Background: an optimization exercise with open tools, aiming at small area and few clock cycles. Do not read the settings as production practice.
Function was checked by simulation only, so behaviour that the tests miss may differ from the original.
No activity file was given, so power comes from the tool's default toggle rates.

run C:
Design mcb_top, start of the top module:
module mcb_top (
    input  wire        clk,
    input  wire        rst,
    input  wire        cmd_valid,
    output wire        cmd_ready,
    input  wire [31:0] cmd_data,
    output wire        smp_valid,
    input  wire        smp_ready,
    output wire [15:0] smp_data,
    output reg         byte_valid,
    input  wire        byte_ready,
    output wire [7:0]  byte_data,
    output reg         rd_valid,
    input  wire        rd_ready,
    output reg  [31:0] rd_data,
    output wire        irq
);
    localparam [2:0] S_IDLE = 3'd0, S_ONSET = 3'd1, S_CLOCK = 3'd2, S_SYNC = 3'd3,
                     S_DATA = 3'd4, S_DONE = 3'd5, S_FAIL = 3'd6;
    localparam [1:0] LV_NONE = 2'd0, LV_L = 2'd1, LV_H = 2'd2;
    localparam [2:0] E_CONFIG = 3'd1, E_CLOCK = 3'd2, E_DESYNC = 3'd3,
                     E_FRAMING = 3'd4, E_CMD = 3'd5;
    localparam N_KEEP = 8;    
    reg [2:0]  dstate;
    reg [5:1]  errflags;      
    reg [2:0]  cause;
    reg [31:0] esmp, ebyte, cmdcnt;
    reg [14:0] enc_t, enc_a, minvol;
    reg [1:0]  ctrl;
    reg [31:0] smpcnt;
    reg [14:0] nf;            
    reg        thr_ok;        
    reg [14:0] clk_t;
    reg [31:0] bitcnt, bytecnt, skipcnt;
    reg        be;
    reg [14:0] mv;
    reg [1:0]  lvl;
    reg [15:0] cnt;           
    reg [1:0]  stg;           
    reg [15:0] ncnt;          
    reg        xs;
    reg [4:0]  bufn;
    reg        outl;
    reg        ph;
    reg [3:0]  nb;
    reg [9:0]  sh;
    reg        partial;
  ...
==> flow/config.mk <==
export PLATFORM = sky130hd
export DESIGN_NAME = mcb_top
export DESIGN_NICKNAME = mcb_top
export VERILOG_FILES = /design/flow/design.v
export SDC_FILE = /design/flow/constraint.sdc
export NUM_CORES = 4
export LEC_CHECK = 0
export CAP_MARGIN = 0
export CORE_MARGIN = 2
export CORE_UTILIZATION = 55
export SLEW_MARGIN = 0
==> flow/constraint.sdc <==
create_clock -name core_clock -period 16.0 [get_ports {clk}]
set_input_delay 3.2000 -clock core_clock [delete_from_list [all_inputs] [get_ports {clk}]]
set_output_delay 3.2000 -clock core_clock [all_outputs]
set_load 0.01 [all_outputs]
standard.sh (not shown) runs the stock make flow with config.mk's settings and CLKGATE_MAP_FILE= SYNTH_SCRIPT=/design/flow/synth_recipe.tcl, a recipe that flattens the netlist after the stock synthesis.
==> flow/flow/run.sh <==
#!/bin/bash
# Layout flow: the standard flow (standard.sh) with these changes:
#  - synthesis leaves the adders and comparators to ABC as plain logic (no
#    mapping to the fixed full/half-adder cells first, ADDER_MAP_FILE empty) and
#    maps the logic with an area-oriented ABC script (flow/abc_area.script, with
#    a 60 s &deepsyn run) instead of ORFS's delay-oriented abc_speed.script;
#    the flip-flop mapping and register names are the standard synthesis's;
#  - every input and output port still gets its own buffer, a buf_1 cell;
#  - clock tree synthesis without dummy loads, with clusters of up to 24 sinks.
# Everything else is the standard layout. Each step's full output goes to a
# log file here.
set -euo pipefail
WORK=$(pwd)
# a private copy of ORFS's scripts folder with the ABC script replaced
rm -rf "$WORK/orfs_scripts"
cp -r "$FLOW_HOME/scripts" "$WORK/orfs_scripts"
cp "$WORK/flow/abc_area.script" "$WORK/orfs_scripts/abc_speed.script"
export BUFFER_PORTS_ARGS="-buffer_cell sky130_fd_sc_hd__buf_1"
export CTS_ARGS="-sink_clustering_enable -repair_clock_nets -dont_use_dummy_load -sink_clustering_size 24 -sink_clustering_max_diameter 100"
bash standard.sh synth "SCRIPTS_DIR=$WORK/orfs_scripts" "ADDER_MAP_FILE=" > "$WORK/flow_synth.log" 2>&1
bash standard.sh finish "SCRIPTS_DIR=$WORK/orfs_scripts" > "$WORK/flow_layout.log" 2>&1
test -s "$WORK/out/final.def"
==> flow/flow/abc_area.script <==
strash
&get -n
&fraig -x
&put
dc2
dc2
strash
&get -n
&deepsyn -T 60
&dch -f
&nf -a
&put
Both conditions hold for run C: the flow ran to the end and the final layout passed the timing, DRC and antenna checks.
Testbench counts of run C, summed over its fixed seeds: cycles 108,164.
## Diff of input files: run Z against run C
- changing SLEW_MARGIN from 0 to 20
- changing CORE_UTILIZATION from 55 to 40
- changing CAP_MARGIN from 0 to 20
==> flow/flow/run.sh <==
#!/bin/bash
# Layout flow: the standard flow (standard.sh) with these changes:
#  - synthesis maps the logic with an area-oriented ABC script
#    (flow/abc_area.script, with a 60 s &deepsyn run) instead of ORFS's delay-oriented abc_speed.script;
#    the flip-flop mapping and register names are the standard synthesis's;
#  - every input and output port still gets its own buffer, a buf_2 cell;
#  - clock tree synthesis without dummy loads, with clusters of up to 24 sinks.
# Everything else is the standard layout. Each step's full output goes to a
# log file here.
set -euo pipefail
WORK=$(pwd)
# a private copy of ORFS's scripts folder with the ABC script replaced
rm -rf "$WORK/orfs_scripts"
cp -r "$FLOW_HOME/scripts" "$WORK/orfs_scripts"
cp "$WORK/flow/abc_area.script" "$WORK/orfs_scripts/abc_speed.script"
export BUFFER_PORTS_ARGS="-buffer_cell sky130_fd_sc_hd__buf_2"
export CTS_ARGS="-sink_clustering_enable -repair_clock_nets -dont_use_dummy_load -sink_clustering_size 24 -sink_clustering_max_diameter 100"
bash standard.sh synth "SCRIPTS_DIR=$WORK/orfs_scripts" > "$WORK/flow_synth.log" 2>&1
bash standard.sh finish "SCRIPTS_DIR=$WORK/orfs_scripts" > "$WORK/flow_layout.log" 2>&1
test -s "$WORK/out/final.def"
==> comparison <==
For run C, the cell with the largest stage delay on the worst path was sky130_fd_sc_hd__o221a_1, unlike run Z, where it was sky130_fd_sc_hd__nor2_1.
Delay contributed by the slowest stage of the critical path was higher in run C than in run Z.
Worst setup path endpoint = cnt[5]: run Z; worst setup path endpoint = cnt[12]: run C
On part of the power in combinational logic, run Z and run C are basically level.
Comparing run Z against run C, there is no change at all in count of clock-buffer cells in the layout.
Measured against each other, run Z and run C differ in smallest setup slack after layout, the lower figure coming from run Z.

## what the ideal ports hide
In the flow no input, the clock included, has a driving cell. The finished layouts below were timed again as built, in two steps. Step 1: set_driving_cell puts a clkbuf_16 on clk and a buf_2 on each other input, an assumption about the parent block. Step 2 times the ports against the registers' clock, not the clock port: input delays grow and output delays shrink by t, the midpoint of the rising clock arrivals with the driver on. a / b / c = ideal ports / drivers / drivers and shift; a / b = the first two.
| run | t, ns | slack for setup (ns) | clock arrival spread, ns |
|---|---|---|---|
| run C | 0.686 | 5.453 / 5.453 / 4.904 | 0.054 / 0.054 |
| run Z | 0.684 | 4.967 / 4.967 / 4.674 | 0.084 / 0.084 |
After both steps every run listed still meets setup and hold. The setup slack of run C, which loses most, moves by 0.000 ns with the drivers and by -0.549 ns with both steps.
